Source: an optimization exercise on an open RTL-to-GDS flow (aim: small area, a short achievable clock period and few clock cycles). Production flows keep margins and buffers that such runs may drop. Where RTL was checked, it was by simulation tests only, not by an equivalence proof against the original. No functional check of the RTL was part of runs 2 to 5. Power is estimated from default activity; no workload was simulated.

### design/flow/config.mk
export PLATFORM = sky130hd
export DESIGN_NAME = peak_detector
export DESIGN_NICKNAME = peak_detector
export VERILOG_FILES = /design/flow/design.v
export SDC_FILE = /design/flow/constraint.sdc
export NUM_CORES = 8
export LEC_CHECK = 0
export CAP_MARGIN = 20
export CORE_MARGIN = 2
export CORE_UTILIZATION = 65
export CTS_CLUSTER_DIAMETER = 60
export CTS_CLUSTER_SIZE = 30
export GPL_TIMING_DRIVEN = 1
export SETUP_SLACK_MARGIN = 2.0
export SLEW_MARGIN = 20
export TNS_END_PERCENT = 0
### design/flow/flow/area.script
&get -n
&st
&dch
&nf -R 10 -a
&put
topo
stime -c
### design/flow/design.v
module peak_detector (
    input  wire        clk,
    input  wire        rst,         
    input  wire        in_valid,
    output wire        in_ready,
    input  wire [63:0] in_data,
    input  wire        in_last,
    output reg         done,
    output wire [4:0]  peak_count,
    input  wire [4:0]  rd_idx,
    output wire [14:0] rd_bin,
    output wire [63:0] rd_amp,
    output reg  [14:0] absmax_bin,
    output wire [63:0] absmax_amp
);
    localparam CAP = 20;
    localparam PW  = 22;             
    localparam LW  = 63 - PW;        
    function automatic [1:0] ucmp(input [63:0] x, input [63:0] y);
        reg [63:0] g, p;
        integer i, w;
        begin
            for (i = 0; i < 64; i = i + 1) begin
                g[i] = x[i] & ~y[i];
                p[i] = x[i] | ~y[i];
            end
            for (w = 64; w > 1; w = w / 2)
                for (i = 0; i < w / 2; i = i + 1) begin
                    g[i] = g[2*i+1] | (p[2*i+1] & g[2*i]);
                    p[i] = p[2*i+1] & p[2*i];
                end
            ucmp = {g[0], p[0]};
        end
    endfunction
    function automatic is_nan(input [63:0] x);
        is_nan = (&x[62:52]) && (|x[51:0]);
    endfunction
    reg  [14:0]    cnt;          
    reg  [63:0]    prev1;        
    reg            rising_r;     
    reg  [CAP-1:0] ger;          
    reg  [CAP-1:0] eqr;          
    reg            rdy;
    reg  [4:0]     count;
    reg  [CAP-1:0] vmask;        
    reg  [CAP-1:0] pick;         
    reg            first;        
    reg  [LW-1:0]  tlow;         
    reg            tph;          
    reg  [62:0]    amax;
    reg  [62:0]    amp  [0:CAP-1];
    reg  [14:0]    bin  [0:CAP-1];
    reg  [4:0]     rank [0:CAP-1];
    assign in_ready   = rdy;
    assign peak_count = count;
    assign absmax_amp = {1'b0, amax};
    wire beat  = in_valid & rdy;
    wire full  = vmask[CAP-1];
    reg [CAP-1:0] valid, wr19, wfill, gtp, eqp, sel;
    reg [1:0]     c;
    integer k;
    always @(*) begin
        for (k = 0; k < CAP; k = k + 1) begin
            valid[k] = vmask[k];
            wr19[k]  = (rank[k] == 5'd19);
            wfill[k] = ~vmask[k] & ((k == 0) ? 1'b1 : vmask[(k == 0) ? 0 : k-1]);
            c        = ucmp({{(64-PW){1'b0}}, amp[k][62:LW]},
                            {{(64-PW){1'b0}}, in_data[62:LW]});
            gtp[k]   = valid[k] & c[1];
            eqp[k]   = valid[k] & c[0] & ~c[1];
        end
    end
    wire [CAP-1:0] wsel = full ? wr19 : wfill;
    function automatic [CAP-1:0] lowest(input [CAP-1:0] x);
        reg f;
        integer i;
        begin
            f = 1'b0;
            for (i = 0; i < CAP; i = i + 1) begin
                lowest[i] = x[i] & ~f;
                f = f | x[i];
            end
        end
    endfunction
    reg [62:0] mux_amp;
    reg [14:0] mux_bin;
    always @(*) begin
        mux_amp = 63'd0;
        mux_bin = 15'd0;
        for (k = 0; k < CAP; k = k + 1) begin
            sel[k]  = (done & vmask[k] & (rank[k] == rd_idx)) | pick[k];
            mux_amp = mux_amp | (amp[k] & {63{sel[k]}});
            mux_bin = mux_bin | (bin[k] & {15{sel[k]}});
        end
    end
    assign rd_amp = {1'b0, mux_amp};
    assign rd_bin = mux_bin;
    wire [1:0] clow    = ucmp({{(64-LW){1'b0}}, tlow},
                              {{(64-LW){1'b0}}, prev1[LW-1:0]});
    wire       ge_low  = clow[1] | clow[0];
    wire [1:0] cnb     = ucmp({1'b0, in_data[62:0]}, {1'b0, prev1[62:0]});
    wire       in_gt_p = cnb[1];                   
    wire       in_lt_p = ~(cnb[1] | cnb[0]);       
    wire       in_nan  = is_nan(in_data);
    wire       in_pos  = ~in_data[63] & ~in_nan & (|in_data[62:0]);
    wire       rising  = prev1[63] ? ~is_nan(prev1) : in_gt_p;
    wire       falling = in_data[63] ? ~in_nan : in_lt_p;
    wire [1:0] cmx     = ucmp({1'b0, in_data[62:0]}, {1'b0, amax});
    wire       abs_gt  = ~in_data[63] & ~in_nan & cmx[1];
    wire       cand_pot = in_pos & rising & ~first & ~in_last;
    wire [CAP-1:0] eqr_left = eqr & ~pick;
    wire       need_res = cand_pot & (|eqp) & ~(full & (|(gtp & wr19)));
    wire       admit    = rising_r & falling & (~full | ~(|(ger & wr19)));
    wire [CAP-1:0] vmask_nx = first ? {CAP{1'b0}} :
                              (admit & ~full) ? {vmask[CAP-2:0], 1'b1} : vmask;
    reg  [4:0] t;
    always @(*) begin
        t = 5'd0;
        for (k = 0; k < CAP; k = k + 1)
            t = t + {4'd0, ger[k]};
    end
    wire [14:0] cand_bin = cnt - 15'd1;
    always @(posedge clk)
        tlow <= mux_amp[LW-1:0];
    always @(posedge clk) begin
        if (rst) begin
            cnt      <= 15'd0;
            done     <= 1'b0;
            rdy      <= 1'b1;
            rising_r <= 1'b0;
            eqr      <= {CAP{1'b0}};
            pick     <= {CAP{1'b0}};
            first    <= 1'b1;
        end else if (!rdy) begin
            tph <= ~tph;
            if (tph) begin
                for (k = 0; k < CAP; k = k + 1)
                    if (pick[k]) ger[k] <= ge_low;
                eqr  <= eqr_left;
                pick <= lowest(eqr_left);
                rdy  <= (eqr_left == {CAP{1'b0}});
            end
        end else if (beat) begin
            done  <= in_last;
            first <= in_last;
            vmask <= vmask_nx;
            cnt   <= in_last ? 15'd0 : cnt + 15'd1;
            prev1 <= in_data;
            if (first) begin
                amax       <= 63'd0;
                absmax_bin <= 15'd0;
            end else if (abs_gt) begin
                amax       <= in_data[62:0];
                absmax_bin <= cnt;
            end
            rising_r <= cand_pot;
            ger      <= gtp;
            eqr      <= need_res ? eqp : {CAP{1'b0}};
            pick     <= need_res ? lowest(eqp) : {CAP{1'b0}};
            rdy      <= ~need_res;
            tph      <= 1'b0;
            if (first)
                count <= 5'd0;
            else if (admit) begin
                if (!full) count <= count + 5'd1;
                for (k = 0; k < CAP; k = k + 1) begin
                    if (wsel[k]) begin
                        amp[k]  <= prev1[62:0];
                        bin[k]  <= cand_bin;
                        rank[k] <= t;
                    end else if (valid[k] & ~ger[k])
                        rank[k] <= rank[k] + 5'd1;
                end
            end
        end
    end
endmodule
### design/flow/flow/run.sh
#!/bin/bash
# Own flow: the standard layout, except that synthesis maps the
# combinational logic with an area-oriented ABC script (flow/area.script)
# and keeps ABC off a few complex cells (flow/abc_dont_use.txt) that have no
# stronger sizes, so the resizer can still size the read port's gates.
# Registers are mapped exactly as in the standard synthesis (ABC only sees
# combinational logic). Each tool's output goes to its own log here.
set -euo pipefail
W=$PWD
{
  echo 'proc abc {args} {'
  echo '  set i [lsearch $args -script]'
  echo "  set args [lreplace \$args [expr {\$i+1}] [expr {\$i+1}] $W/flow/area.script]"
  echo "  foreach c {$(cat flow/abc_dont_use.txt | tr '\n' ' ')} { lappend args -dont_use \$c }"
  echo '  yosys abc {*}$args'
  echo '}'
  cat synth_recipe.tcl
} > my_synth.tcl
sed -e "s#SYNTH_SCRIPT=[^ ]*#SYNTH_SCRIPT=$W/my_synth.tcl#" -e "s#\"\${@:-finish}\"#BUFFER_PORTS_ARGS=\"-buffer_cell sky130_fd_sc_hd__buf_2\" \"\${@:-finish}\"#" standard.sh > my_standard.sh
bash my_standard.sh synth > synth.log 2>&1
bash my_standard.sh finish > layout.log 2>&1
### design/flow/constraint.sdc
create_clock -name core_clock -period 7.5 [get_ports {clk}]
set_input_delay 1.5000 -clock core_clock [delete_from_list [all_inputs] [get_ports {clk}]]
set_output_delay 1.5000 -clock core_clock [all_outputs]
set_load 0.01 [all_outputs]
### design/flow/standard.sh
#!/bin/bash
# synth_recipe.tcl (not shown) runs the flow's synth.tcl, then flattens the netlist and writes it again
# the make line also repeats each setting of config.mk as NAME=value (left out here)
make -C /OpenROAD-flow-scripts/flow DESIGN_CONFIG=/design/flow/config.mk WORK_HOME=/design/flow/orfs CLKGATE_MAP_FILE= SYNTH_SCRIPT=/design/flow/synth_recipe.tcl "${@:-finish}"
### design/flow/flow/abc_dont_use.txt
sky130_fd_sc_hd__a222oi_1
sky130_fd_sc_hd__a221o_1
sky130_fd_sc_hd__a221o_2
sky130_fd_sc_hd__a221o_4
sky130_fd_sc_hd__a221oi_1
sky130_fd_sc_hd__a221oi_2
sky130_fd_sc_hd__a221oi_4
sky130_fd_sc_hd__a211o_1
sky130_fd_sc_hd__a211o_2
sky130_fd_sc_hd__a211o_4
sky130_fd_sc_hd__a211oi_1
sky130_fd_sc_hd__a211oi_2
sky130_fd_sc_hd__a211oi_4
sky130_fd_sc_hd__a2111oi_0
sky130_fd_sc_hd__a2111o_1
==> flow_summary.toml, run 1 <==
[global_route]
groute.usage.overall_pct = 47.07
number_of_antenna_violations_at_the_first_check_in_global_routing = 21
grt_overflow_total = 0
grt_start_max_net_pins = 79
first_global_vias = 58710
first_pass_grt_wire_length_um = 430300

[logic_synthesis]
synth.yosys.seq_area_share_pct = 69.29
ys_async_sr_fraction_pct = 0
synth_enable_flop_cells = 1848
synth_cells = 6223
synth.yosys.warnings = 4
syn-cell-area_mm2 = 0.08295
synthDominantCellAreaShare_pct = 66.90
synth.ff_latch_count = 1947
syn-mean-instance-area_um2 = 13.33
post-synth-top-area-cell = "edfxtp_1"
synth_ff_type = "edfxtp_1"
synth_top_cells_by_area = "edfxtp_1 (67%), a22oi_1 (5.7%), nand2_1 (2.8%)"
post_synth_num_cell_types = 68
synth.most_common_cell = "edfxtp_1"
leading_post_synthesis_cells_by_instance_count = "edfxtp_1 (1848), a22oi_1 (625), nand2_1 (614), a21oi_1 (372), nor2_1 (353)"

[pwr]
p_per_cell_area_mw_per_mm2 = 239.4
p_int_uw = 16640
power.share.switching_pct = 26.71
power.sequential.fraction_pct = 53.7
power.static_leakage_uw = 0.03164
power.ir.vdd_worst_v = 0.0002942
comb_power_share_pct = 10.5
power.switching_uw = 6064
power.clock.fraction_pct = 35.8

[floorplan]
die_w_um = 361.2
die_area_mm2 = 0.1305
start_util_pct = 65.30
row_count = 131
die_y_um = 361.2
boundaryPins = 238
floorplan.core_area_mm2 = 0.1270

[timing]
fmax_ghz = 0.1700
final_max_slew_viol_count = 0
timing.final.hold_violations = 0
timing.max_slew.rel_slack_pct = 8.549
final.setup_skew_ps = 41.61
finalCriticalPeriod_ps = 5881
grt_setup_unrepaired = "true"
whs_ps = 472.8
setup_viol = 0
final.setup.worst_slack_ps = 1619
slew_of_the_pin_with_the_lowest_slew_margin_ps = 1357
fin_crit_sh_pct = 78.42

[detailed_routing]
wire_per_inst_um = 36.02
total_detailed_routing_wirelength_um = 312600
antenna_violating_nets_remaining = 0
drt-initial-drc-count = 11690
number_of_optimization_iterations_in_the_first_detailed_route_pass = 15
detailroute.via_count = 64280
post-route-drc-count = 0
vias_per_cell = 7.409

[clocking]
clockRootBuffer = "clkbuf_16"
clock_insertion_delay_at_the_later_pin_of_the_skew_report_ps = 830
holdBufCountCts = 0
clk_path_buf_depth = 3
h-tree-depth = 4
path_clk_slew_ps = 60
number_of_buffers_created_by_cts = 139
tritoncts = "built"
cts.sink_count = 1947

[place]
detailedPlace.worstSlack_ps = 935.8
io_buffer_count = 235
place_hpwl_um = 184300
gp_routability_congestion = 1.100

[layout]
syn2layout_area_growth_pct = 14.34
final_nets = 7004
final_core_utilization_pct = 74.66
final_layout_size_suffix_gt1_share_pct = 12.40

[setup_path]
crit_required_ps = 6000
timing.critical_path.slowest_cell_delay_ps = 870
path_class = "in2out"
worst-r2r-setup-slack_ps = 1890
setup.worst_path.end_class = "output port"
crit_path_start_kind = "input port"
slowest_stage = "xnor2_2"
cells_traversed_along_the_worst_timing_path = "buf_8 > xnor2_2 > a41o_4 > buf_12 > a22oi_1 > and4_1 > nand2_1 > buf_2"
max_fo_critical_path = 24
worst_ep_arrival_time_ps = 4380

[run_status]
run_status = "finished clean"

[flow_run]
timing.max_cap.violations = 0

[worst_hold_path]
hold_class = "reg2reg"
worst paths after layout:
kind,from,to,depth (start not counted)
max,rd_idx[4],rd_amp[58],8
min,eqr[1],eqr[1],2
max reg2reg,prev1[33],amp[15][49],14
min reg2reg,eqr[1],eqr[1],2
critical path: cells and delay by family:
family / cells / cell delay [ps]
buffers and inverters: 3 / 650
AOI/OAI and AO/OA: 2 / 900
xor gates and xnor gates: 1 / 870
and+or+nand+nor: 2 / 390
cell families after synthesis:
group	synth area share (%)
buffers and inverters	1.109
multiplexers	0.02413
other	0.004521
adder cells (fa/ha/maj)	1.080
AO/OA/AOI/OAI	14.57
AND/OR/NAND/NOR	12.04
flip-flops	69.29
XOR/XNOR	1.890
routing by layer:
metal  GRT usage (%)  routed length, µm  vias to the layer above
li1                -                  -                    25990
met1           61.72             104500                    31010
met2           65.90             129500                     5925
met3           17.80              52310                     1336
met4           30.58              25740                       18
met5           1.739                478                        -
through the flow:
step / total power, µW / cell area, µm² / TNS (ps) / instances
finish: 22710 / 94840 / 0 / 8676
detailed placement: 14580 / 88610 / 0 / 8324
global placement: 14530 / 88520 / 0 / 8320
global route: 23070 / 94800 / 0 / 8658
CTS: 22520 / 94470 / 0 / 8637
floorplan: 13420 / 83010 / -557540 / 6224
placed cells by master (no fill, tap or decap), drive strengths merged, types with 30 or more instances in the layout:
master,instances
nand2b,159
xor2,113
a22o,140
nand4,101
nor3,97
buf,507
or3,80
a21oi,372
o31ai,34
a41o,36
a31oi,67
ha,30
nand3,259
o21ai,181
edfxtp,1848
xnor2,66
nor4,70
nand2,614
nor2b,207
inv,44
o22ai,52
clkbuf,148
a22oi,625
nor2,354
o211ai,63
dfxtp,99
clkinv,273
registers in the layout, summed over array words and instances, names as in the netlist:
signal,flops
prev1,64
amp,1260
cnt,15
vmask,20
absmax_bin,15
eqr,19
pick,20
tlow,41
first,1
rising_r,1
rank,100
ger,20
amax,63
bin,300
rdy,1
count,5
tph,1
done,1
final cells by class:
cell class	count	area, µm²
Antenna cell	22	55.05
Clock buffer	148	3522
Clock inverter	98	1242
Fill cell	8042	32190
Inverter	241	915.9
Multi-Input combinational cell	4051	25750
Sequential cell	1947	57480
Tap cell	1662	2079
Timing Repair Buffer	507	3791
power by group through the flow:
stage | Clock (µW) | Combinational (µW) | Sequential (µW)
final | 8120 | 2390 | 12200
after global routing | 8420 | 2450 | 12200
after CTS | 8070 | 2270 | 12200
after detailed placement | 0 | 2170 | 12400
after global placement | 0 | 2130 | 12400
after floorplan | 0 | 1060 | 12400
what timing repair did:
| action | CTS | global route |
|---|---|---|
| setup buffers | 51 | 16 |
| gates resized for setup | 64 | 27 |
| pin swaps | 30 | 7 |
| gates cloned | 16 | 1 |
| endpoints found under the setup margin | 299 | 1623 |
Testbench counts, summed over its fixed seeds: cycles 59,402.
==> run 2, diff against run 1 <==
--- a/design/flow/design.v
+++ b/design/flow/design.v
@@ -14,7 +14,7 @@
     output wire [63:0] absmax_amp
 );
     localparam CAP = 20;
-    localparam PW  = 22;             
+    localparam PW  = 24;             
     localparam LW  = 63 - PW;        
     function automatic [1:0] ucmp(input [63:0] x, input [63:0] y);
         reg [63:0] g, p;
==> design/flow/flow/run.sh (replaced) <==
#!/bin/bash
# Own flow: the standard layout, except that synthesis maps the
# combinational logic with ABC in two parts: the read port's logic (the
# input cone of rd_amp and rd_bin, up to the registers) with the standard
# speed script (flow/speed.script), the rest with an area-oriented script
# (flow/area.script). Registers are mapped exactly as in the standard
# synthesis (ABC only sees combinational logic). Each tool's output goes to
# its own log here.
set -euo pipefail
W=$PWD
{
  echo 'proc abc {args} {'
  echo '  set i [lsearch $args -script]'
  echo "  set sargs [lreplace \$args [expr {\$i+1}] [expr {\$i+1}] $W/flow/speed.script]"
  echo "  set aargs [lreplace \$args [expr {\$i+1}] [expr {\$i+1}] $W/flow/area.script]"
  echo '  yosys select -set rdc o:rd_amp o:rd_bin %cie*'
  echo '  yosys abc {*}$sargs @rdc'
  echo '  yosys abc {*}$aargs'
  echo '}'
  cat synth_recipe.tcl
} > my_synth.tcl
sed "s#SYNTH_SCRIPT=[^ ]*#SYNTH_SCRIPT=$W/my_synth.tcl#" standard.sh > my_standard.sh
bash my_standard.sh synth > synth.log 2>&1
bash my_standard.sh finish > layout.log 2>&1
==> design/flow/flow/area.script (replaced) <==
&get -n
&st
&dch
&nf -R 1000 -a
&put
topo
stime -c
==> design/flow/flow/speed.script (new file) <==
&get -n
&st
&dch
&nf
&st
&syn2
&if -g -K 6
&synch2
&nf
&st
&syn2
&if -g -K 6
&synch2
&nf
&st
&syn2
&if -g -K 6
&synch2
&nf
&st
&syn2
&if -g -K 6
&synch2
&nf
&st
&syn2
&if -g -K 6
&synch2
&nf
&put
buffer -c
topo
stime -c
upsize -c
dnsize -c
==> design/flow/config.mk (replaced) <==
export PLATFORM = sky130hd
export DESIGN_NAME = peak_detector
export DESIGN_NICKNAME = peak_detector
export VERILOG_FILES = /design/flow/design.v
export SDC_FILE = /design/flow/constraint.sdc
export NUM_CORES = 8
export LEC_CHECK = 0
export CAP_MARGIN = 20
export CORE_MARGIN = 2
export CORE_UTILIZATION = 55
export SETUP_SLACK_MARGIN = 2.5
export SLEW_MARGIN = 20
removed: design/flow/flow/abc_dont_use.txt
==> flow_summary.toml, run 2 <==
[place]
io_buffer_count = 235
gp_routability_congestion = 1.023
detailedPlace.worstSlack_ps = -381.6
placed_cell_area_mm2 = 0.09542
place_hpwl_um = 232200

[timing]
timing.final.hold_violations = 0
fmax_ghz = 0.1617
timing.setup.tns_ps = 0
grt_setup_unrepaired = "true"
finalCriticalPeriod_ps = 6186
final_max_slew_viol_count = 0
fin_crit_sh_pct = 82.48
slew_of_the_pin_with_the_lowest_slew_margin_ps = 1212
final.setup.worst_slack_ps = 1314
timing.max_slew.rel_slack_pct = 18.11
final.setup_skew_ps = 73.17
setup_viol = 0

[setup_path]
worst-path-buf-inv = 9
cells_traversed_along_the_worst_timing_path = "buf_6 > buf_12 > buf_8 > buf_12 > buf_8 > xor2_4 > nor4_4 > and2_4 > nor2_4 > inv_8 > buf_16 > buf_4 > a222oi_1 > nand4_1 > or3_1 > buf_2"
critical_path.top_delay_family = "buffers and inverters"
r2r_cells = 22
crit_path_start_kind = "input port"
worst_ep_arrival_time_ps = 4690
setup.worst_path.end_class = "output port"
rr_endpoint = "absmax_bin[3]"
critical_path.reg2reg.startpoint = "amax[1]"
slowest_stage = "a222oi_1"
path_class = "in2out"
max_fo_critical_path = 7
worst-r2r-setup-slack_ps = 2440
crit_required_ps = 6000
timing.critical_path.slowest_cell_delay_ps = 630

[layout]
final_layout_size_suffix_gt1_share_pct = 23.11
layout.area.seq_mm2 = 0.05745
multi_input_gate_area_mm2 = 0.02787
most_common_library_cell_in_the_layout_ignoring_fill_and_taps = "edfxtp_1"
largest-register = "amp"
fillers = 10370
layout.cells.most_common_list = "edfxtp_1 (1848), buf_4 (583), nor2_1 (425), clkinv_1 (419), nand2_1 (414)"
final_core_utilization_pct = 71.79
syn2layout_area_growth_pct = 30.04
flip_flop_count_of_the_largest_register_all_copies_and_words_added = 1260
post-route-cell-area_mm2 = 0.1102
largest_registers = "amp x1260, bin x300, rank x100"
final_nets = 7789

[detailed_routing]
wl_met2_um = 159100
wire_per_inst_um = 38.26
wirelength_met1_um = 127100
highest_layer = "met5"
met3_length_um = 61500
number_of_optimization_iterations_in_the_first_detailed_route_pass = 12
post-route-drc-count = 0
antenna_violating_nets_remaining = 0
detailroute.via_count = 72060
drt-initial-drc-count = 14180
total_detailed_routing_wirelength_um = 379100
vias_per_cell = 7.274

[pwr]
power.ir.vdd_worst_v = 0.0003591
power.static_leakage_uw = 0.03739
p_per_cell_area_mw_per_mm2 = 234.5

[global_route]
first_pass_grt_wire_length_um = 491700
groute.usage.overall_pct = 44.56
grt_overflow_total = 0
grt_start_max_net_pins = 71
first_global_vias = 65300
number_of_antenna_violations_at_the_first_check_in_global_routing = 19

[logic_synthesis]
synth_ff_type = "edfxtp_1"
synth_cells = 6381
ys_async_sr_fraction_pct = 0
synth.yosys.seq_area_share_pct = 67.77
synth_top_cells_by_area = "edfxtp_1 (65%), a222oi_1 (3.7%), dfxtp_1 (2.3%)"
post_synth_num_cell_types = 82
leading_post_synthesis_cells_by_instance_count = "edfxtp_1 (1848), nor2_1 (494), clkinv_1 (435), nand2_1 (426), a222oi_1 (310)"
synth_enable_flop_cells = 1848
syn-cell-area_mm2 = 0.08475
syn-mean-instance-area_um2 = 13.28
synth.most_common_cell = "edfxtp_1"
synth.yosys.warnings = 4
post-synth-top-area-cell = "edfxtp_1"
synth.ff_latch_count = 1945
synthDominantCellAreaShare_pct = 65.48

[floorplan]
boundaryPins = 238
start_util_pct = 55.21
floorplan.core_area_mm2 = 0.1535
die_w_um = 396.5
row_count = 144
die_y_um = 396.5
die_area_mm2 = 0.1572

[clocking]
h-tree-depth = 4
number_of_buffers_created_by_cts = 196
path_clk_slew_ps = 70
clockRootBuffer = "clkbuf_16"
cts.sink_count = 1945
clk_path_buf_depth = 3
tritoncts = "built"
holdBufCountCts = 0
clock_insertion_delay_at_the_later_pin_of_the_skew_report_ps = 890

[worst_hold_path]
hold_path.startpoint = "amp[7][24]"
holdPathStages = 2
min_delay_worst_endpoint = "tlow[24]"
hold_class = "reg2reg"

[run_status]
run_status = "finished clean"

[flow_run]
timing.max_cap.violations = 0
==> run 2: where the power goes <==
group          leakage [µW]  internal, µW  switching [µW]  total (µW)
logic                0.0166          1120            1990        3110
clock network       0.00334          6000            4570       10600
registers            0.0175         12000             163       12200
==> run 2: worst max path at each step <==
stage | startpoint | to | slack (ps) | cells after the start
floorplan | in_valid | amp[3][0] | -780 | 4
detailed placement | in_data[1] | amax[62] | -380 | 21
global placement | in_data[1] | amax[61] | -360 | 21
global route | rd_idx[4] | rd_amp[57] | 1240 | 19
finish | rd_idx[1] | rd_amp[53] | 1310 | 16
CTS | rd_idx[4] | rd_amp[57] | 1410 | 19
==> run 2: stage by stage <==
step	power, µW	cells	hold WS, ps
4_1_cts	25250	9595	477.2
3_5_place_dp	14820	9155	467.0
5_1_grt	26260	9889	509.1
6_report	25840	9907	474.0
3_3_place_gp	14790	9155	471.9
2_1_floorplan	13420	6382	437.6
==> run 2: cell type report <==
cell class | count | area share (%)
flip-flops and latches | 1945 | 52.13
multi-input cells | 3915 | 25.29
repair buffers | 1165 | 12.16
clock buffers | 227 | 4.647
well taps | 2044 | 2.321
inverters | 446 | 1.738
clock inverters | 143 | 1.652
diodes | 19 | 0.04315
repair inverters | 3 | 0.01817
==> run 2: worst reg2reg max path: cells and delay by family (launching register included) <==
kind	cells	cell delay, ps
AOI/OAI and AO/OA	12	2050
and+or+nand+nor	5	1390
buffers and inverters	5	840
DFF	1	470
==> run 2: per-layer routing <==
layer  vias to the layer above  GRT usage (%)
met5                         -              0
met1                     35140          58.76
met3                      1553          13.89
li1                      28510              -
met2                      6830          64.71
met4                        22          27.16
==> run 2: kinds of logic after synthesis <==
group	share of synthesized area (%)
fa+ha+maj	0.8445
simple gates	10.76
xor+xnor	1.866
flops	67.77
compound gates	16.14
other cells	0.004425
buf+inv	2.572
mux	0.03544
==> run 2: repair_timing <==
item,in CTS,in global routing
gates cloned,16,47
resized for setup,318,892
pin swaps,49,283
setup buffers,54,243
endpoints found under the setup margin,1930,1964
==> run 3, diff against run 2 <==
--- a/design/flow/design.v
+++ b/design/flow/design.v
@@ -46,7 +46,7 @@
     reg  [CAP-1:0] pick;         
     reg            first;        
     reg  [LW-1:0]  tlow;         
-    reg            tph;          
+    reg  [1:0]     tph;          
     reg  [62:0]    amax;
     reg  [62:0]    amp  [0:CAP-1];
     reg  [14:0]    bin  [0:CAP-1];
@@ -132,14 +132,22 @@
             pick     <= {CAP{1'b0}};
             first    <= 1'b1;
         end else if (!rdy) begin
-            tph <= ~tph;
-            if (tph) begin
-                for (k = 0; k < CAP; k = k + 1)
-                    if (pick[k]) ger[k] <= ge_low;
-                eqr  <= eqr_left;
-                pick <= lowest(eqr_left);
-                rdy  <= (eqr_left == {CAP{1'b0}});
-            end
+            case (tph)
+                2'd0: begin
+                    pick <= lowest(eqr);
+                    tph  <= 2'd1;
+                end
+                2'd1:
+                    tph  <= 2'd2;
+                default: begin
+                    for (k = 0; k < CAP; k = k + 1)
+                        if (pick[k]) ger[k] <= ge_low;
+                    eqr  <= eqr_left;
+                    pick <= lowest(eqr_left);
+                    tph  <= 2'd1;
+                    rdy  <= (eqr_left == {CAP{1'b0}});
+                end
+            endcase
         end else if (beat) begin
             done  <= in_last;
             first <= in_last;
@@ -155,10 +163,10 @@
             end
             rising_r <= cand_pot;
             ger      <= gtp;
-            eqr      <= need_res ? eqp : {CAP{1'b0}};
-            pick     <= need_res ? lowest(eqp) : {CAP{1'b0}};
+            eqr      <= eqp;
+            pick     <= {CAP{1'b0}};
             rdy      <= ~need_res;
-            tph      <= 1'b0;
+            tph      <= 2'd0;
             if (first)
                 count <= 5'd0;
             else if (admit) begin
==> design/flow/flow/run.sh (replaced) <==
#!/bin/bash
# Own flow: the standard layout (standard.sh) with three changes:
#  * synthesis maps the combinational logic with an area-oriented ABC script
#    (flow/area.script) and keeps ABC off the complex cells listed in
#    flow/abc_dont_use.txt; registers are mapped exactly as in the standard
#    synthesis (ABC only sees combinational logic);
#  * every port still gets a buffer, but a buf_2 (BUFFER_PORTS_ARGS) that the
#    resizer may size up or down;
#  * the resizer may change a cell's footprint (MATCH_CELL_FOOTPRINT=0), so it
#    can size gates up on critical paths.
# Each tool's output goes to its own log here (synth.log, layout.log and the
# ORFS logs under orfs/logs).
set -euo pipefail
W=$PWD
{
  echo 'proc abc {args} {'
  echo '  set i [lsearch $args -script]'
  echo "  set args [lreplace \$args [expr {\$i+1}] [expr {\$i+1}] $W/flow/area.script]"
  echo "  foreach c {$(cat flow/abc_dont_use.txt | tr '\n' ' ')} { lappend args -dont_use \$c }"
  echo '  yosys abc {*}$args'
  echo '}'
  cat synth_recipe.tcl
} > my_synth.tcl
EXTRA="BUFFER_PORTS_ARGS=\"-buffer_cell sky130_fd_sc_hd__buf_2\" MATCH_CELL_FOOTPRINT=0"
sed -e "s#SYNTH_SCRIPT=[^ ]*#SYNTH_SCRIPT=$W/my_synth.tcl#" \
    -e "s#\"\${@:-finish}\"#$EXTRA \"\${@:-finish}\"#" standard.sh > my_standard.sh
bash my_standard.sh synth > synth.log 2>&1
bash my_standard.sh finish > layout.log 2>&1
==> design/flow/flow/abc_dont_use.txt (new file) <==
sky130_fd_sc_hd__a222oi_1
sky130_fd_sc_hd__a221o_1
sky130_fd_sc_hd__a221o_2
sky130_fd_sc_hd__a221o_4
sky130_fd_sc_hd__a221oi_1
sky130_fd_sc_hd__a221oi_2
sky130_fd_sc_hd__a221oi_4
sky130_fd_sc_hd__a211o_1
sky130_fd_sc_hd__a211o_2
sky130_fd_sc_hd__a211o_4
sky130_fd_sc_hd__a211oi_1
sky130_fd_sc_hd__a211oi_2
sky130_fd_sc_hd__a211oi_4
sky130_fd_sc_hd__a2111oi_0
sky130_fd_sc_hd__a2111o_1
==> design/flow/flow/area.script (replaced) <==
&get -n
&st
&dch
&nf -R 10 -a
&put
topo
stime -c
--- a/design/flow/config.mk
+++ b/design/flow/config.mk
@@ -7,6 +7,10 @@
 export LEC_CHECK = 0
 export CAP_MARGIN = 20
 export CORE_MARGIN = 2
-export CORE_UTILIZATION = 55
-export SETUP_SLACK_MARGIN = 2.5
+export CORE_UTILIZATION = 65
+export CTS_CLUSTER_DIAMETER = 60
+export CTS_CLUSTER_SIZE = 30
+export GPL_TIMING_DRIVEN = 1
+export SETUP_SLACK_MARGIN = 2.0
 export SLEW_MARGIN = 20
+export TNS_END_PERCENT = 0
removed: design/flow/flow/speed.script
==> flow_summary.toml, run 3 <==
[run_status]
run_status = "finished clean"

[logic_synthesis]
synth_ff_type = "edfxtp_1"
leading_post_synthesis_cells_by_instance_count = "edfxtp_1 (1849), a22oi_1 (771), nand2_1 (656), nor2_1 (400), a21oi_1 (339)"
synth_top_cells_by_area = "edfxtp_1 (66%), a22oi_1 (6.9%), nand2_1 (2.9%)"
syn-cell-area_mm2 = 0.08355
syn-mean-instance-area_um2 = 13.18
synth.yosys.seq_area_share_pct = 68.80
synth.yosys.warnings = 4
post_synth_num_cell_types = 64
synth_enable_flop_cells = 1849
ys_async_sr_fraction_pct = 0
synth.most_common_cell = "edfxtp_1"
synthDominantCellAreaShare_pct = 66.46
synth.ff_latch_count = 1947
post-synth-top-area-cell = "edfxtp_1"
synth_cells = 6341

[detailed_routing]
antenna_violating_nets_remaining = 0
highest_layer = "met5"
met3_length_um = 58490
wl_met2_um = 137500
drt-initial-drc-count = 13470
detailroute.via_count = 67270
wirelength_met1_um = 105100
post-route-drc-count = 0
vias_per_cell = 7.606
number_of_optimization_iterations_in_the_first_detailed_route_pass = 14
wire_per_inst_um = 37.92
total_detailed_routing_wirelength_um = 335400

[global_route]
number_of_antenna_violations_at_the_first_check_in_global_routing = 30
grt_start_max_net_pins = 79
first_pass_grt_wire_length_um = 457600
first_global_vias = 61600
groute.usage.overall_pct = 50.14
grt_overflow_total = 0

[clocking]
number_of_buffers_created_by_cts = 141
clockRootBuffer = "clkbuf_16"
path_clk_slew_ps = 80
tritoncts = "built"
clk_path_buf_depth = 3
h-tree-depth = 4
cts.sink_count = 1947
clock_insertion_delay_at_the_later_pin_of_the_skew_report_ps = 830
holdBufCountCts = 0

[setup_path]
path_class = "in2out"
crit_required_ps = 6000
cells_traversed_along_the_worst_timing_path = "buf_8 > xor2_1 > nor4_4 > a41o_2 > a22oi_1 > nand3_1 > or3_1 > buf_2"
timing.critical_path.slowest_cell_delay_ps = 900
max_fo_critical_path = 20
worst-path-buf-inv = 2
crit_path_start_kind = "input port"
worst_ep_arrival_time_ps = 4340
slowest_stage = "a41o_2"
crit_path_start = "rd_idx[3]"
critical_path.top_delay_family = "simple AND/OR/NAND/NOR gates"
critical_path.reg2reg.startpoint = "prev1[22]"
setup.worst_path.end_class = "output port"

[pwr]
power.sequential.fraction_pct = 55.3
p_per_cell_area_mw_per_mm2 = 226.8
power.switching_uw = 5401
power.ir.vdd_worst_v = 0.0003193
comb_power_share_pct = 7.6
post-layout-total-power_uw = 21810
power.static_leakage_uw = 0.03272
power.share.switching_pct = 24.76
p_int_uw = 16410
power.clock.fraction_pct = 37.0

[layout]
final_layout_size_suffix_gt1_share_pct = 12.66
layout.area.seq_mm2 = 0.05749
multi_input_gate_area_mm2 = 0.02659
most_common_library_cell_in_the_layout_ignoring_fill_and_taps = "edfxtp_1"
largest-register = "amp"
finish.cell_count_without_fillers = 8844
largest_registers = "amp x1260, bin x300, rank x100"
layout.cells.most_common_list = "edfxtp_1 (1849), a22oi_1 (771), nand2_1 (654), nor2_1 (398), a21oi_1 (327)"
final_nets = 7157
syn2layout_area_growth_pct = 15.12
post-route-cell-area_mm2 = 0.09618
fillers = 8082
flip_flop_count_of_the_largest_register_all_copies_and_words_added = 1260

[timing]
timing.final.hold_violations = 0
timing.max_slew.rel_slack_pct = 3.331
setup_viol = 0
fmax_ghz = 0.1713
finalCriticalPeriod_ps = 5836
final.setup_skew_ps = 40.93
fin_crit_sh_pct = 77.82
timing.setup.tns_ps = 0
final.setup.worst_slack_ps = 1664
grt_setup_unrepaired = "true"
final_max_slew_viol_count = 0
slew_of_the_pin_with_the_lowest_slew_margin_ps = 1431

[place]
post-place-cells = 8475
place_hpwl_um = 193400
gp_routability_congestion = 1.070
io_buffer_count = 235
placed_cell_area_mm2 = 0.08969
detailedPlace.worstSlack_ps = 781.9

[floorplan]
die_w_um = 362.5
floorplan.core_area_mm2 = 0.1275
die_y_um = 362.5
start_util_pct = 65.52
boundaryPins = 238
row_count = 131
die_area_mm2 = 0.1314

[flow_run]
timing.max_cap.violations = 0

[worst_hold_path]
hold_path.startpoint = "rising_r"
hold_class = "reg2reg"
-- run 3: cell count changes after synthesis, sizes merged, moves of 77 or more --
cell	delta
a21oi	+79
o21ai	-77
nor2	-109
a222oi	-310
nor2b	+83
nand2	+229
a221oi	-111
a22oi	+525
clkinv	-184
-- run 3: path summary, 6_finish.rpt --
path                     end  slack, ps  cells after the start
setup / recovery  rd_amp[45]       1660                      8
hold / removal      rising_r        470                      2
setup reg to reg  amp[7][32]       1830                     13
hold reg to reg     rising_r        470                      2
-- run 3: what timing repair did --
item | CTS | global route
pin swaps | 23 | 6
resized for setup | 68 | 28
gates cloned | 20 | 3
endpoints found under the hold margin | 0 | 0
buffers inserted | 41 | 19
endpoints found under the setup margin | 1635 | 1532
-- run 3: per-stage QoR --
stage | utilization, % | hold WS, ps
floorplan | - | 426.2
global placement | 70.33 | 446.6
detailed placement | 70.34 | 447.1
CTS | 74.95 | 462.5
global route | 75.36 | 500.7
finish | 75.43 | 466.6
-- run 3: kinds of logic (layout without fill, tap and decap cells) --
family | Yosys count | after routing | synth area share [%]
mux | 2 | 2 | 0.02396
fa+ha+maj | 73 | 73 | 1.132
buf+inv | 253 | 1037 | 1.146
flops | 1947 | 1947 | 68.80
simple gates | 2085 | 2085 | 12.13
compound gates | 1800 | 1823 | 14.87
xor+xnor | 180 | 180 | 1.887
other cells | 1 | 35 | 0.004488
-- run 3: power groups by stage --
stage	Clock (µW)	Combinational, µW	Sequential [µW]
3_3_place_gp	0	1480	12300
2_1_floorplan	0	689	12300
4_1_cts	8020	1570	12100
3_5_place_dp	0	1510	12300
6_report	8080	1670	12100
5_1_grt	8370	1710	12100
-- run 3: cell type report --
| cell class | count | area share [%] |
|---|---|---|
| antenna | 33 | 0.08586 |
| clock buffer | 169 | 3.973 |
| clock inverter | 83 | 0.9743 |
| inverter | 251 | 0.9835 |
| multi-input combinational | 4165 | 27.65 |
| sequential | 1947 | 59.78 |
| tap | 1662 | 2.162 |
| timing repair buffer | 534 | 4.396 |
-- run 3: metal layers --
metal  global-route usage [%]  vias to the layer above
li1                         -                    26680
met1                    62.71                    32170
met2                    69.09                     6713
met3                    20.76                     1694
met4                    39.18                       14
met5                   0.8879                        -
-- run 3: worst reg2reg max path: stages (launching register included) --
cell and delay (ps):
edfxtp_1 1000, clkinv_1 310, o221ai_1 280, a21oi_1 80, nand3_1 500, a31oi_1 230
o41ai_1 670, nand3_1 190, a21oi_1 170, o211a_1 300, nand2_4 290, buf_4 410
nor3_4 210, buf_12 560
==> run 4, diff against run 3 <==
--- a/design/flow/config.mk
+++ b/design/flow/config.mk
@@ -13,4 +13,4 @@
 export GPL_TIMING_DRIVEN = 1
 export SETUP_SLACK_MARGIN = 2.0
 export SLEW_MARGIN = 20
-export TNS_END_PERCENT = 0
+export TNS_END_PERCENT = 100
==> flow_summary.toml, run 4 <==
[timing]
timing.setup.tns_ps = 0
final.setup_skew_ps = 55.44
final_max_slew_viol_count = 0
timing.final.hold_violations = 0
final.setup.worst_slack_ps = 1916
timing.max_slew.rel_slack_pct = 11.09
fmax_ghz = 0.1791
slew_of_the_pin_with_the_lowest_slew_margin_ps = 1320
whs_ps = 479.4
finalCriticalPeriod_ps = 5584
grt_setup_unrepaired = "true"
setup_viol = 0
fin_crit_sh_pct = 74.46

[global_route]
first_pass_grt_wire_length_um = 454700
first_global_vias = 61310
number_of_antenna_violations_at_the_first_check_in_global_routing = 29
grt_overflow_total = 0
grt_start_max_net_pins = 79
groute.usage.overall_pct = 49.56

[worst_hold_path]
hold_class = "reg2reg"

[detailed_routing]
total_detailed_routing_wirelength_um = 330300
vias_per_cell = 7.573
post-route-drc-count = 0
number_of_optimization_iterations_in_the_first_detailed_route_pass = 9
detailroute.via_count = 67020
drt-initial-drc-count = 12890
antenna_violating_nets_remaining = 0
wire_per_inst_um = 37.32

[pwr]
p_per_cell_area_mw_per_mm2 = 227.0
power.static_leakage_uw = 0.03285
post-layout-total-power_uw = 21900
power.ir.vdd_worst_v = 0.0002916

[setup_path]
cp_num_cells = 10
worst-r2r-setup-slack_ps = 1980
cells_traversed_along_the_worst_timing_path = "buf_16 > buf_6 > xnor2_4 > a41o_4 > buf_12 > buf_4 > a22oi_1 > and4_1 > nand2_1 > buf_2"
setup.worst_path.end_class = "output port"
slowest_stage = "a22oi_1"
worst_setup_path_endpoint = "rd_amp[47]"
rr_endpoint = "amp[14][42]"
crit_path_start_kind = "input port"
critical_path.reg2reg.startpoint = "prev1[13]"
crit_required_ps = 6000
worst_ep_arrival_time_ps = 4080
critical_path.top_delay_family = "compound AO/OA/AOI/OAI gates"
path_class = "in2out"
crit_path_start = "rd_idx[4]"
worst-path-buf-inv = 5
timing.critical_path.slowest_cell_delay_ps = 590
r2r_cells = 14
max_fo_critical_path = 17

[floorplan]
floorplan.core_area_mm2 = 0.1275
die_y_um = 362.5
start_util_pct = 65.52
row_count = 131
boundaryPins = 238
die_area_mm2 = 0.1314
die_w_um = 362.5

[clocking]
clockRootBuffer = "clkbuf_16"
holdBufCountCts = 0
cts.sink_count = 1947
number_of_buffers_created_by_cts = 140
path_clk_slew_ps = 60
clk_path_buf_depth = 3
h-tree-depth = 4
clock_insertion_delay_at_the_later_pin_of_the_skew_report_ps = 840
tritoncts = "built"

[place]
io_buffer_count = 235
place_hpwl_um = 190600
detailedPlace.worstSlack_ps = 433.7
gp_routability_congestion = 1.038

[layout]
largest_registers = "amp x1260, bin x300, rank x100"
syn2layout_area_growth_pct = 15.50
layout.cells.most_common_list = "edfxtp_1 (1849), a22oi_1 (769), nand2_1 (653), nor2_1 (398), a21oi_1 (331)"
most_common_library_cell_in_the_layout_ignoring_fill_and_taps = "edfxtp_1"
fillers = 8012
largest-register = "amp"
flip_flop_count_of_the_largest_register_all_copies_and_words_added = 1260
final_layout_size_suffix_gt1_share_pct = 13.21
final_nets = 7176

[logic_synthesis]
ys_async_sr_fraction_pct = 0
synth_top_cells_by_area = "edfxtp_1 (66%), a22oi_1 (6.9%), nand2_1 (2.9%)"
syn-cell-area_mm2 = 0.08355
synth.yosys.warnings = 4
synth.yosys.seq_area_share_pct = 68.80
leading_post_synthesis_cells_by_instance_count = "edfxtp_1 (1849), a22oi_1 (771), nand2_1 (656), nor2_1 (400), a21oi_1 (339)"
synth_ff_type = "edfxtp_1"
synth.ff_latch_count = 1947
synth_cells = 6341
synth_enable_flop_cells = 1849
synthDominantCellAreaShare_pct = 66.46
syn-mean-instance-area_um2 = 13.18
synth.most_common_cell = "edfxtp_1"
post_synth_num_cell_types = 64
post-synth-top-area-cell = "edfxtp_1"

[run_status]
run_status = "finished clean"

[flow_run]
timing.max_cap.violations = 0
run 4: cell types whose count changed in the layout (fill, tap and decap cells not counted), moves of 6 or more:
cell / change
clkbuf_1: -7
xor2_1: -9
buf_6: +12
clkinv_8: +7
inv_6: +6
diode_2: -13
buf_4: +13
xor2_2: +9
run 4: repair_timing:
| action | in CTS | in global routing |
|---|---|---|
| gates resized for setup | 87 | 41 |
| hold endpoints to repair | 0 | 0 |
| pin swaps | 37 | 1 |
| gates cloned | 17 | 1 |
| setup buffers | 74 | 29 |
| setup endpoints to repair | 1745 | 1750 |
run 4: area by class of cell:
| cell class | count | area, µm² | share of cell area [%] |
|---|---|---|---|
| diodes | 20 | 50.05 | 0.05187 |
| clock buffers | 156 | 3690 | 3.824 |
| clock inverters | 95 | 1144 | 1.185 |
| inverters | 251 | 960.9 | 0.9958 |
| multi-input cells | 4160 | 26620 | 27.59 |
| flip-flops and latches | 1947 | 57490 | 59.58 |
| well taps | 1662 | 2079 | 2.155 |
| repair buffers | 559 | 4454 | 4.616 |
run 4: cells by family (layout without fill, tap and decap cells):
family | count (synthesis) | after routing | synth area share (%)
AND/OR/NAND/NOR | 2085 | 2085 | 12.13
flip-flops | 1947 | 1947 | 68.80
AO/OA/AOI/OAI | 1800 | 1818 | 14.87
buffers and inverters | 253 | 1061 | 1.146
XOR/XNOR | 180 | 180 | 1.887
adder cells (fa/ha/maj) | 73 | 73 | 1.132
multiplexers | 2 | 2 | 0.02396
other | 1 | 22 | 0.004488
run 4: how the worst min path moves through the flow:
stage | start | depth (start not counted) | end | slack (ps)
2_1_floorplan | rising_r | 2 | rising_r | 430
3_3_place_gp | eqr[7] | 2 | eqr[7] | 460
3_5_place_dp | eqr[7] | 2 | eqr[7] | 470
4_1_cts | eqr[7] | 2 | eqr[7] | 480
5_1_grt | rising_r | 2 | rising_r | 510
6_report | eqr[7] | 2 | eqr[7] | 480
run 4: report_power, final:
group          switching (µW)  internal (µW)
Combinational            1200            415
Clock                    4120           4070
Sequential                141          11900
run 4: worst reg2reg max path, cell delays in order, from the launching register on:
cell and delay, ps:
edfxtp_1 970, nand2_1 160, nand3_1 210, a2111oi_1 130, buf_4 240, o21ai_1 300, buf_4 200, a31oi_1 200
o41ai_2 630, nand3_1 210, a21oi_1 170, o211a_2 380, nand2_8 270, nor3_4 310, clkbuf_8 530
run 4: per-stage QoR:
step           area, µm²  cells  utilization (%)
4_1_cts            95840   8797            75.16
3_5_place_dp       89510   8455            70.19
6_report           96500   8850            75.67
3_3_place_gp       89500   8455            70.19
5_1_grt            96450   8833            75.64
2_1_floorplan      83850   6342                -
run 4: per-layer routing:
metal | vias up | global-route usage (%) | share of wire, % | routed length [µm]
li1 | 26650 | - | - | -
met3 | 1591 | 18.67 | 17 | 57760
met2 | 6611 | 68.89 | 41 | 135200
met4 | 32 | 36.03 | 9.5 | 31250
met1 | 32140 | 63.97 | 32 | 105900
met5 | - | 0 | 0.057 | 188
==> run 5, diff against run 4 <==
--- a/design/flow/design.v
+++ b/design/flow/design.v
@@ -109,7 +109,8 @@
     wire       abs_gt  = ~in_data[63] & ~in_nan & cmx[1];
     wire       cand_pot = in_pos & rising & ~first & ~in_last;
     wire [CAP-1:0] eqr_left = eqr & ~pick;
-    wire       need_res = cand_pot & (|eqp) & ~(full & (|(gtp & wr19)));
+    wire       need_res = cand_pot & (|eqp);
+    wire       hopeless = full & (|(ger & wr19));
     wire       admit    = rising_r & falling & (~full | ~(|(ger & wr19)));
     wire [CAP-1:0] vmask_nx = first ? {CAP{1'b0}} :
                               (admit & ~full) ? {vmask[CAP-2:0], 1'b1} : vmask;
@@ -134,7 +135,9 @@
         end else if (!rdy) begin
             case (tph)
                 2'd0: begin
-                    pick <= lowest(eqr);
+                    pick <= hopeless ? {CAP{1'b0}} : lowest(eqr);
+                    eqr  <= hopeless ? {CAP{1'b0}} : eqr;
+                    rdy  <= hopeless;
                     tph  <= 2'd1;
                 end
                 2'd1:
--- a/design/flow/config.mk
+++ b/design/flow/config.mk
@@ -11,6 +11,6 @@
 export CTS_CLUSTER_DIAMETER = 60
 export CTS_CLUSTER_SIZE = 30
 export GPL_TIMING_DRIVEN = 1
-export SETUP_SLACK_MARGIN = 2.0
+export SETUP_SLACK_MARGIN = 2.3
 export SLEW_MARGIN = 20
 export TNS_END_PERCENT = 100
==> flow_summary.toml, run 5 <==
[floorplan]
die_y_um = 362.2
start_util_pct = 65.41
die_area_mm2 = 0.1312
die_w_um = 362.2
row_count = 131
floorplan.core_area_mm2 = 0.1275
boundaryPins = 238

[timing]
timing.setup.tns_ps = 0
final.setup.worst_slack_ps = 1794
grt_setup_unrepaired = "true"
final_max_slew_viol_count = 0
finalCriticalPeriod_ps = 5706
timing.final.hold_violations = 0
slew_of_the_pin_with_the_lowest_slew_margin_ps = 1372
fmax_ghz = 0.1753
setup_viol = 0
final.setup_skew_ps = 54.44
timing.max_slew.rel_slack_pct = 7.753
fin_crit_sh_pct = 76.07

[pwr]
p_per_cell_area_mw_per_mm2 = 221.0
power.clock.fraction_pct = 37.0
power.ir.vdd_worst_v = 0.0003030
power.static_leakage_uw = 0.03339
power.share.switching_pct = 25.65
power.switching_uw = 5678
p_int_uw = 16460
power.sequential.fraction_pct = 54.4
comb_power_share_pct = 8.5

[clocking]
cts.sink_count = 1947
clk_path_buf_depth = 3
path_clk_slew_ps = 90
tritoncts = "built"
h-tree-depth = 4
number_of_buffers_created_by_cts = 137
clock_insertion_delay_at_the_later_pin_of_the_skew_report_ps = 850
clockRootBuffer = "clkbuf_16"

[detailed_routing]
post-route-drc-count = 0
number_of_optimization_iterations_in_the_first_detailed_route_pass = 13
detailroute.via_count = 68010
drt-initial-drc-count = 13550
wire_per_inst_um = 38.17
antenna_violating_nets_remaining = 0
total_detailed_routing_wirelength_um = 341000
vias_per_cell = 7.613

[setup_path]
cells_traversed_along_the_worst_timing_path = "buf_2 > clkinvlp_4 > nand2_1 > o21ai_0 > nor3_1 > nor2b_1 > o21bai_1 > a31o_1 > o2111a_1 > a31oi_1 > nor3_2 > nand3_4 > buf_12 > nor2_4 > buf_12"
r2r_cells = 13
slowest_stage = "nor2b_1"
setup.worst_path.end_class = "register"
rr_endpoint = "amp[9][60]"
crit_path_start_kind = "input port"
timing.critical_path.slowest_cell_delay_ps = 760
crit_path_frequent_cell = "buf_12"
crit_required_ps = 7770
path_class = "in2reg"
worst-r2r-setup-slack_ps = 2160
critical_path.reg2reg.startpoint = "prev1[19]"
max_fo_critical_path = 78
crit_path_start = "in_data[39]"
worst_ep_arrival_time_ps = 5980

[logic_synthesis]
syn-cell-area_mm2 = 0.08341
synthDominantCellAreaShare_pct = 66.57
synth.yosys.seq_area_share_pct = 68.92
synth.most_common_cell = "edfxtp_1"
synth_cells = 6327
synth_enable_flop_cells = 1849
synth_top_cells_by_area = "edfxtp_1 (67%), a22oi_1 (5.7%), nand2_1 (2.9%)"
syn-mean-instance-area_um2 = 13.18
post_synth_num_cell_types = 66
leading_post_synthesis_cells_by_instance_count = "edfxtp_1 (1849), nand2_1 (635), a22oi_1 (633), nor2_1 (436), a21oi_1 (354)"
ys_async_sr_fraction_pct = 0
post-synth-top-area-cell = "edfxtp_1"
synth.ff_latch_count = 1947
synth_ff_type = "edfxtp_1"
synth.yosys.warnings = 4

[place]
post-place-cells = 8424
gp_routability_congestion = 1.064
io_buffer_count = 235
place_hpwl_um = 181000
detailedPlace.worstSlack_ps = 340.8

[global_route]
first_pass_grt_wire_length_um = 457200
grt_overflow_total = 0
first_global_vias = 61440
groute.usage.overall_pct = 50.04
grt_start_max_net_pins = 79
number_of_antenna_violations_at_the_first_check_in_global_routing = 26

[layout]
most_common_library_cell_in_the_layout_ignoring_fill_and_taps = "edfxtp_1"
flip_flop_count_of_the_largest_register_all_copies_and_words_added = 1260
finish.cell_count_without_fillers = 8933
layout.cells.most_common_list = "edfxtp_1 (1849), nand2_1 (624), a22oi_1 (575), nor2_1 (414), a21oi_1 (315)"
largest_registers = "amp x1260, bin x300, rank x100"
final_nets = 7263
fillers = 7431
largest-register = "amp"
final_layout_size_suffix_gt1_share_pct = 17.97
final_core_utilization_pct = 78.58
syn2layout_area_growth_pct = 20.15

[worst_hold_path]
min_delay_worst_endpoint = "done"
hold_class = "reg2reg"
hold_path.startpoint = "done"
holdPathStages = 2

[flow_run]
timing.max_cap.violations = 0

[run_status]
run_status = "finished clean"
==> run 5: changes by cell type after synthesis, sizes merged, moves of 24 or more <==
cell / change
nor3: -43
a31o: +24
nand4: +37
a22oi: -138
a22o: +58
nor2: +36
nand3: +68
==> run 5: kinds of logic (layout without fill, tap and decap cells) <==
group | Yosys count | count (layout) | synth area share [%]
flops | 1947 | 1947 | 68.92
simple gates | 2146 | 2149 | 12.46
other cells | 1 | 21 | 0.004496
fa+ha+maj | 71 | 71 | 1.110
buf+inv | 234 | 1121 | 1.062
mux | 1 | 1 | 0.01200
compound gates | 1746 | 1780 | 14.53
xor+xnor | 181 | 181 | 1.901
==> run 5: cell type report <==
cell class,count,area (µm²),share of cell area (%)
sequential,1947,57490,57.37
multi-input combinational,4184,28640,28.58
timing repair buffer,642,6233,6.220
clock buffer,145,3531,3.524
tap,1662,2079,2.075
clock inverter,100,1260,1.257
inverter,232,915.9,0.9140
antenna,19,47.55,0.04745
timing repair inverter,2,10.01,0.009989
==> run 5: how the worst max path moves through the flow <==
| stage | to | slack, ps | depth (start not counted) |
|---|---|---|---|
| after floorplan | absmax_bin[0] | 1970 | 12 |
| after global placement | amp[7][55] | 250 | 15 |
| after detailed placement | amp[6][53] | 340 | 15 |
| after CTS | rd_amp[24] | 2180 | 11 |
| after global routing | rd_amp[2] | 2080 | 12 |
| final | amp[9][60] | 1790 | 15 |
==> run 5: through the flow <==
stage	hold WS (ps)	instance area (µm²)	power [µW]
after detailed placement	449.0	89280	13840
after floorplan	426.0	83660	13000
after CTS	466.6	97780	21840
final	473.9	100200	22140
after global routing	497.9	100200	22450
after global placement	440.6	89250	13800
==> run 5: what timing repair did <==
action,4_1_cts,5_1_grt
endpoints found under the setup margin,1792,1747
resized for setup,275,239
cloned,49,20
setup buffers,119,54
hold buffers,0,0
pin swaps,89,137
==> run 5: worst max-delay path, delay by kind of cell <==
| kind | cells | cell delay (ps) |
|---|---|---|
| and+or+nand+nor | 6 | 1650 |
| AOI/OAI and AO/OA | 5 | 1150 |
| buffers and inverters | 4 | 1190 |
==> run 5: metal layers <==
layer | vias to the layer above | wire length (µm) | global-route usage (%)
met2 | 6663 | 140000 | 70.11
met4 | 38 | 31970 | 35.00
met1 | 32680 | 106600 | 62.04
met5 | - | 839 | 1.665
li1 | 26830 | - | -
met3 | 1804 | 61590 | 22.36
==> run 5: power by group through the flow <==
stage | sequential (µW) | combinational, µW | clock [µW]
global route | 12100 | 1910 | 8480
global placement | 12300 | 1510 | 0
floorplan | 12300 | 709 | 0
CTS | 12000 | 1700 | 8100
finish | 12100 | 1890 | 8200
detailed placement | 12300 | 1550 | 0
==> run 6, diff against run 5 <==
--- a/design/flow/design.v
+++ b/design/flow/design.v
@@ -45,8 +45,7 @@
     reg  [CAP-1:0] vmask;        
     reg  [CAP-1:0] pick;         
     reg            first;        
-    reg  [LW-1:0]  tlow;         
-    reg  [1:0]     tph;          
+    reg            tph;          
     reg  [62:0]    amax;
     reg  [62:0]    amp  [0:CAP-1];
     reg  [14:0]    bin  [0:CAP-1];
@@ -95,7 +94,7 @@
     end
     assign rd_amp = {1'b0, mux_amp};
     assign rd_bin = mux_bin;
-    wire [1:0] clow    = ucmp({{(64-LW){1'b0}}, tlow},
+    wire [1:0] clow    = ucmp({{(64-LW){1'b0}}, mux_amp[LW-1:0]},
                               {{(64-LW){1'b0}}, prev1[LW-1:0]});
     wire       ge_low  = clow[1] | clow[0];
     wire [1:0] cnb     = ucmp({1'b0, in_data[62:0]}, {1'b0, prev1[62:0]});
@@ -121,8 +120,6 @@
             t = t + {4'd0, ger[k]};
     end
     wire [14:0] cand_bin = cnt - 15'd1;
-    always @(posedge clk)
-        tlow <= mux_amp[LW-1:0];
     always @(posedge clk) begin
         if (rst) begin
             cnt      <= 15'd0;
@@ -133,24 +130,18 @@
             pick     <= {CAP{1'b0}};
             first    <= 1'b1;
         end else if (!rdy) begin
-            case (tph)
-                2'd0: begin
-                    pick <= hopeless ? {CAP{1'b0}} : lowest(eqr);
-                    eqr  <= hopeless ? {CAP{1'b0}} : eqr;
-                    rdy  <= hopeless;
-                    tph  <= 2'd1;
-                end
-                2'd1:
-                    tph  <= 2'd2;
-                default: begin
-                    for (k = 0; k < CAP; k = k + 1)
-                        if (pick[k]) ger[k] <= ge_low;
-                    eqr  <= eqr_left;
-                    pick <= lowest(eqr_left);
-                    tph  <= 2'd1;
-                    rdy  <= (eqr_left == {CAP{1'b0}});
-                end
-            endcase
+            if (!tph) begin
+                pick <= hopeless ? {CAP{1'b0}} : lowest(eqr);
+                eqr  <= hopeless ? {CAP{1'b0}} : eqr;
+                rdy  <= hopeless;
+                tph  <= 1'b1;
+            end else begin
+                for (k = 0; k < CAP; k = k + 1)
+                    if (pick[k]) ger[k] <= ge_low;
+                eqr  <= eqr_left;
+                pick <= lowest(eqr_left);
+                rdy  <= (eqr_left == {CAP{1'b0}});
+            end
         end else if (beat) begin
             done  <= in_last;
             first <= in_last;
@@ -169,7 +160,7 @@
             eqr      <= eqp;
             pick     <= {CAP{1'b0}};
             rdy      <= ~need_res;
-            tph      <= 2'd0;
+            tph      <= 1'b0;
             if (first)
                 count <= 5'd0;
             else if (admit) begin
==> flow_summary.toml, run 6 <==
[setup_path]
max_fo_critical_path = 38
critical_path.top_delay_family = "compound AO/OA/AOI/OAI gates"
r2r_cells = 15
crit_path_start_kind = "input port"
worst-r2r-setup-slack_ps = 2200
crit_required_ps = 8200
setup.worst_path.end_class = "register"
worst_ep_arrival_time_ps = 6180
timing.critical_path.slowest_cell_delay_ps = 980
path_class = "in2reg"
cells_traversed_along_the_worst_timing_path = "buf_2 > clkinvlp_4 > buf_4 > nor2_1 > nor2_1 > o2111ai_1 > a311oi_1 > o21bai_1 > o211ai_1 > nor4_1 > a2111o_2 > nor4_1 > o21ai_0 > o311ai_0"
slowest_stage = "a311oi_1"
critical_path.reg2reg.startpoint = "prev1[12]"
rr_endpoint = "amp[19][33]"
worst-path-buf-inv = 3

[floorplan]
row_count = 130
die_y_um = 360.2
boundaryPins = 238
die_area_mm2 = 0.1297
start_util_pct = 65.58
floorplan.core_area_mm2 = 0.1257
die_w_um = 360.2

[logic_synthesis]
synth.ff_latch_count = 1907
synthDominantCellAreaShare_pct = 67.30
synth_top_cells_by_area = "edfxtp_1 (67%), a22oi_1 (6.4%), nand2_1 (3.2%)"
synth.yosys.seq_area_share_pct = 68.73
synth.most_common_cell = "edfxtp_1"
syn-cell-area_mm2 = 0.08246
synth_ff_type = "edfxtp_1"
ys_async_sr_fraction_pct = 0
post_synth_num_cell_types = 69
synth_cells = 6306
leading_post_synthesis_cells_by_instance_count = "edfxtp_1 (1848), nand2_1 (704), a22oi_1 (698), nor2_1 (508), a21oi_1 (317)"
post-synth-top-area-cell = "edfxtp_1"
synth_enable_flop_cells = 1848
synth.yosys.warnings = 4
syn-mean-instance-area_um2 = 13.08

[clocking]
path_clk_slew_ps = 70
number_of_buffers_created_by_cts = 138
cts.sink_count = 1907
clk_path_buf_depth = 3
holdBufCountCts = 0
h-tree-depth = 4
tritoncts = "built"
clockRootBuffer = "clkbuf_16"
clock_insertion_delay_at_the_later_pin_of_the_skew_report_ps = 840

[worst_hold_path]
hold_class = "reg2reg"
holdPathStages = 0
hold_path.startpoint = "prev1[55]"
min_delay_worst_endpoint = "amp[10][55]"

[pwr]
power.static_leakage_uw = 0.03349
p_per_cell_area_mw_per_mm2 = 219.3
power.ir.vdd_worst_v = 0.0002772
post-layout-total-power_uw = 21800

[timing]
final.setup.worst_slack_ps = 2030
whs_ps = 453.9
final_max_slew_viol_count = 0
fin_crit_sh_pct = 72.94
fmax_ghz = 0.1828
timing.setup.tns_ps = 0
setup_viol = 0
slew_of_the_pin_with_the_lowest_slew_margin_ps = 1367
timing.max_slew.rel_slack_pct = 8.856
finalCriticalPeriod_ps = 5470
timing.final.hold_violations = 0
grt_setup_unrepaired = "true"
final.setup_skew_ps = 38.11

[global_route]
groute.usage.overall_pct = 51.89
number_of_antenna_violations_at_the_first_check_in_global_routing = 39
grt_overflow_total = 0
grt_start_max_net_pins = 79
first_global_vias = 61680
first_pass_grt_wire_length_um = 467000

[layout]
final_nets = 7299
largest-register = "amp"
layout.cells.most_common_list = "edfxtp_1 (1848), nand2_1 (691), a22oi_1 (651), nor2_1 (486), buf_4 (290)"
final_core_utilization_pct = 79.05
most_common_library_cell_in_the_layout_ignoring_fill_and_taps = "edfxtp_1"
largest_registers = "amp x1260, bin x300, rank x100"
flip_flop_count_of_the_largest_register_all_copies_and_words_added = 1260
final_layout_size_suffix_gt1_share_pct = 17.70
syn2layout_area_growth_pct = 20.54

[place]
place_hpwl_um = 190500
detailedPlace.worstSlack_ps = -118.4
io_buffer_count = 235
gp_routability_congestion = 1.061

[run_status]
run_status = "finished clean"

[detailed_routing]
total_detailed_routing_wirelength_um = 354300
wire_per_inst_um = 39.46
vias_per_cell = 7.727
post-route-drc-count = 0
antenna_violating_nets_remaining = 0
number_of_optimization_iterations_in_the_first_detailed_route_pass = 11
drt-initial-drc-count = 15970
detailroute.via_count = 69370

[flow_run]
timing.max_cap.violations = 0
==> run 6: cell types whose count changed in the layout (fill, tap and decap cells not counted), moves of 39 or more <==
cell	delta
a22oi_1	+76
nor2b_1	-45
dfxtp_1	-39
nor2_1	+72
nand2_1	+67
nand3_1	-55
==> run 6: repair_timing <==
item / 4_1_cts / 5_1_grt
setup buffers: 130 / 88
setup endpoints to repair: 1610 / 1289
pin swaps: 82 / 76
cloned: 39 / 21
gates resized for setup: 321 / 191
==> run 6: layout make-up <==
class,count,area [µm²]
Antenna cell,38,95.09
Clock buffer,148,3607
Clock inverter,100,1090
Fill cell,7153,26340
Inverter,238,912.1
Multi-Input combinational cell,4181,27800
Sequential cell,1907,56680
Tap cell,1650,2064
Timing Repair Buffer,716,7146
==> run 6: kinds of logic after synthesis <==
group,after synthesis,share of synthesized area [%]
adders and majority gates,70,1.111
xor gates and xnor gates,178,1.891
muxes,2,0.02428
DFF,1907,68.73
other,1,0.004548
buffers and inverters,240,1.102
and+or+nand+nor,2168,12.55
AOI/OAI and AO/OA,1740,14.59
==> run 6: metrics by stage <==
step	cells	instance area, µm²
2_1_floorplan	6307	82680
3_3_place_gp	8413	88320
3_5_place_dp	8413	88340
4_1_cts	8830	96910
5_1_grt	8945	99310
6_report	8978	99400
==> run 6: power by group <==
group          internal [µW]  switching [µW]
clock network           3940            4130
logic                    513            1360
registers              11700             119
==> run 6: worst max path at each step <==
stage	from	endpoint	slack, ps	cells past startpoint
4_1_cts	rd_idx[4]	rd_amp[47]	2200	9
3_3_place_gp	rd_idx[3]	ger[3]	-50	17
2_1_floorplan	rd_idx[2]	ger[3]	1830	15
3_5_place_dp	rd_idx[3]	ger[3]	-120	17
5_1_grt	rd_idx[2]	rd_amp[51]	2090	11
6_report	in_data[50]	rdy	2030	14
==> run 6: routing by layer <==
layer | wire, µm | track usage (%) | up-vias
met3 | 67990 | 24.88 | 2003
met5 | 562 | 0.8879 | -
met1 | 109600 | 65.14 | 32930
met4 | 35530 | 37.63 | 20
met2 | 140600 | 70.02 | 7588
li1 | - | - | 26830
Testbench counts of run 6, summed over its fixed seeds: cycles 59,252.

-- what the ideal ports hide --
In the flow no input, the clock included, has a driving cell. The finished layouts below were timed again as built, in two steps. Step 1: set_driving_cell puts a clkbuf_16 on clk and a buf_2 on each other input, an assumption about the parent block. Step 2, shift: input delay + t, output delay - t, t = (earliest + latest rising clock arrival at the registers) / 2. This alone moves slack from input paths to output paths. a / b / c = ideal / step 1 / step 2; a / b = the first two.
run | t, ns | setup WS [ns] | slew at the worst register clock pin (ns)
run 1 | 0.891 | 1.619 / 1.579 / 0.921 | 0.11 / 0.11
run 2 | 0.950 | 1.314 / 1.280 / 1.261 | 0.07 / 0.07
run 3 | 0.895 | 1.664 / 1.612 / 0.893 | 0.10 / 0.10
run 4 | 0.895 | 1.916 / 1.852 / 1.120 | 0.11 / 0.11
run 5 | 0.911 | 1.794 / 1.827 / 0.946 | 0.11 / 0.11
run 6 | 0.905 | 2.030 / 1.754 / 1.100 | 0.11 / 0.11
After both steps setup and hold are still met in every run listed. The setup slack of run 6, which loses most, moves by -0.276 ns with the drivers and by -0.930 ns with both steps.
